Source: an optimization exercise on an open RTL-to-GDS flow (aim: small area). Production flows keep margins and buffers that such runs may drop. In this exercise RTL edits were held to simulation tests only and were not proved equivalent to the original. Power and IR drop assume default switching activity.

==> flow/design.v (excerpt) <==
module axi_rd_tracker (
    input  wire        clk,
    input  wire        rst_n,
    input  wire        arvalid,
    output reg         arready,
    input  wire [7:0]  arid,
    input  wire [31:0] araddr,
    input  wire [3:0]  arlen,
    output wire        rvalid,
    input  wire        rready,
    output wire [7:0]  rid,
    output wire [31:0] rdata,
    output wire        rlast,
    output reg         be_req_valid,
    output wire [31:0] be_req_addr,
    output reg  [3:0]  be_req_len,
    input  wire        cpl_valid,
    input  wire [31:0] cpl_addr,
    input  wire [31:0] cpl_data,
    output wire [4:0]  inflight,
    output reg         fault
);
    localparam NS  = 41;     
    localparam NU  = 16;     
    localparam NI  = 21;     
    reg [31:0]   dbuf  [0:NS-1];
    reg [NS-1:0] s_fill;             
    reg [NS-1:0] s_last;             
    reg [25:0]   u_hi   [0:NU-1];    
    reg [3:0]    u_lo   [0:NU-1];    
    reg [5:0]    u_slot [0:NU-1];    
    reg [15:0]   u_mask [0:NU-1];    
    reg [3:0]    uh, ut;             
    reg [5:0]    tail;               
    reg [5:0]    hs;                 
    reg [5:0]    pf;                 
    reg [5:0]    op;                 
    reg [4:0]    t_count;
    reg [3:0]    pq_count;
    reg          gap_front;          
    reg [7:0]    idf [0:NI-1];
    reg [4:0]    iw, ir;
    reg [1:0]    lq1, lq0, ro;
    reg          pv;
    reg [NU-1:0] pcand;              
  ...
Size: roughly 7700 cells after synthesis, roughly 200 I/O pins.
clock: 12.0 ns
lec_check: 0
cap_margin: 20
core_margin: 2
core_utilization: 40
cts_buf_list: sky130_fd_sc_hd__clkbuf_16
cts_cluster_diameter: 100
cts_cluster_size: 25
place_density: 0.6
slew_margin: 20
run.sh (not shown) runs the stock make flow with config.mk's settings and CLKGATE_MAP_FILE= SYNTH_SCRIPT=/design/flow/synth_recipe.tcl, a recipe that flattens the netlist after the stock synthesis.
The baseline ran to the end with no violations.
Next try:
--- a/flow/design.v
+++ b/flow/design.v
@@ -33,55 +33,42 @@
     reg [3:0]    uh, ut;             
     reg [5:0]    tail;               
     reg [5:0]    hs;                 
     reg [5:0]    pf;                 
     reg [5:0]    op;                 
     reg [4:0]    t_count;
     reg [3:0]    pq_count;
     reg          gap_front;          
     reg [7:0]    idf [0:NI-1];
     reg [4:0]    iw, ir;
     reg [1:0]    lq1, lq0, ro;
     reg          pv;
-    reg [NU-1:0] pcand;              
-    reg [NU-1:0] psel;               
+    reg [NU-1:0] psel;
     reg [3:0]    plo;
     reg [31:0]   pdata;
     reg [29:0]   be_addr_q;
     function [5:0] inc_s(input [5:0] p);
         inc_s = (p == NS - 1) ? 6'd0 : p + 6'd1;
     endfunction
     function [4:0] inc_i(input [4:0] p);
         inc_i = (p == NI - 1) ? 5'd0 : p + 5'd1;
     endfunction
     integer u, b, i;
     assign rvalid      = ro[1];
     assign rlast       = ro[1] & ro[0];
     assign rid         = ro[1] ? idf[ir] : 8'd0;
     assign rdata       = ro[1] ? dbuf[op] : (ro[0] ? 32'h55555555 : 32'hAAAAAAAA);
     assign inflight    = t_count;
     assign be_req_addr = {be_addr_q, 2'b00};
     wire ar_hs = arvalid & arready & ~fault;
-    reg [NU-1:0] c_hi;
-    reg          any_hi, seen;
-    always @(*) begin
-        for (u = 0; u < NU; u = u + 1)
-            c_hi[u] = pcand[u] & (u >= uh);
-        any_hi = |c_hi;
-        seen   = 1'b0;
-        for (u = 0; u < NU; u = u + 1) begin
-            psel[u] = (any_hi ? c_hi[u] : pcand[u]) & ~seen;
-            seen    = seen | (any_hi ? c_hi[u] : pcand[u]);
-        end
-    end
     reg [5:0] p_base;
     reg [3:0] p_lo0;
     always @(*) begin
         p_base = 6'd0;
         p_lo0  = 4'd0;
         for (u = 0; u < NU; u = u + 1) begin
             p_base = p_base | (psel[u] ? u_slot[u] : 6'd0);
             p_lo0  = p_lo0  | (psel[u] ? u_lo[u]   : 4'd0);
         end
     end
     wire [3:0] p_k    = plo - p_lo0;
     wire [6:0] p_sum  = {1'b0, p_base} + {3'b000, p_k};
@@ -107,24 +94,36 @@
     reg [NU-1:0] e0, e1, bw, cand;
     always @(*) begin
         for (u = 0; u < 16; u = u + 1)
             lo_dec[u] = (plo == u);
         for (u = 0; u < NU; u = u + 1) begin
             e0[u]   = (u_hi[u] == a_hi);
             e1[u]   = (u_hi[u] == a_hm1);
             bw[u]   = (a_lo < u_lo[u]);
             cand[u] = a_ok & u_mask[u][a_lo] & ~(p_same & psel[u]) &
                       ((e0[u] & ~bw[u]) | (e1[u] & bw[u]));
         end
     end
+    reg [NU-1:0] c_hi, sel;
+    reg          any_hi, seen;
+    always @(*) begin
+        for (u = 0; u < NU; u = u + 1)
+            c_hi[u] = cand[u] & (u >= uh);
+        any_hi = |c_hi;
+        seen   = 1'b0;
+        for (u = 0; u < NU; u = u + 1) begin
+            sel[u] = (any_hi ? c_hi[u] : cand[u]) & ~seen;
+            seen   = seen | (any_hi ? c_hi[u] : cand[u]);
+        end
+    end
     wire found    = |cand;
     wire cpl_fill = ~fault & found;
     wire cpl_bad  = ~fault & cpl_valid & ~found;
     wire [6:0] e_sum  = {1'b0, tail} + {3'b000, arlen};
     wire [5:0] e_slot = (e_sum >= NS) ? e_sum - NS : e_sum[5:0];
     reg [15:0] a_mask;
     reg [3:0]  a_off;
     always @(*)
         for (u = 0; u < 16; u = u + 1) begin
             a_off     = u[3:0] - araddr[5:2];
             a_mask[u] = (a_off <= arlen);
         end
@@ -134,25 +133,25 @@
             u_alloc[u] = ar_hs && (ut == u);
     reg [NU-1:0] m_load;
     reg [15:0]   m_val;
     always @(*) begin
         for (u = 0; u < NU; u = u + 1)
             m_load[u] = u_alloc[u] | ~rst_n;
         m_val = a_mask & {16{rst_n}};
     end
     wire [4:0] count_next = t_count + (ar_hs ? {1'b0, arlen} + 5'd1 : 5'd0) - {4'd0, drain};
     always @(posedge clk) begin
         be_addr_q  <= araddr[31:2];
         be_req_len <= arlen;
-        pcand      <= cand;
+        psel       <= sel;
         plo        <= a_lo;
         pdata      <= cpl_data;
     end
     always @(posedge clk)
         for (i = 0; i < NS; i = i + 1)
             if (pv && p_slot == i)
                 dbuf[i] <= pdata;
     always @(posedge clk)
         for (i = 0; i < NU; i = i + 1)
             if (u_alloc[i]) begin
                 u_hi[i]   <= araddr[31:6];
                 u_lo[i]   <= araddr[5:2];
Outcome: Total power goes up by about 0.9%. Wire length went up by 11%. Via count is higher by about 5%. Die area grows by 0.59%. Synthesized cell count rises by 1.9%. Cell count rises by about 1.3%. Cell area climbs by 0.42%.

[static timing again, ports no longer ideal]
No port has a modelled driver above. Below, the same layouts with a new extraction and two added sets of constraints.
Step 1 assumes that a clkbuf_16 drives the clock port and a buf_2 every other input.
Step 2 times the ports against the registers' clock, not the clock port: input delays grow and output delays shrink by t, the midpoint of the rising clock arrivals with the driver on.
Three values: no drivers, after step 1, after step 2; two values: the first two.
run	t (ns)	setup WS [ns]	hold slack, ns	worst register clock-pin slew, ns
the first run	0.945	0.896 / 0.896 / 0.896	0.440 / 0.440 / 0.440	0.11 / 0.11
the second run	0.958	3.697 / 3.597 / 2.829	0.464 / 0.464 / 0.464	0.11 / 0.11
After both steps setup and hold are still met in every run listed. For the second run, which loses most, drivers alone change the setup slack by -0.100 ns; drivers and shift together by -0.868 ns.
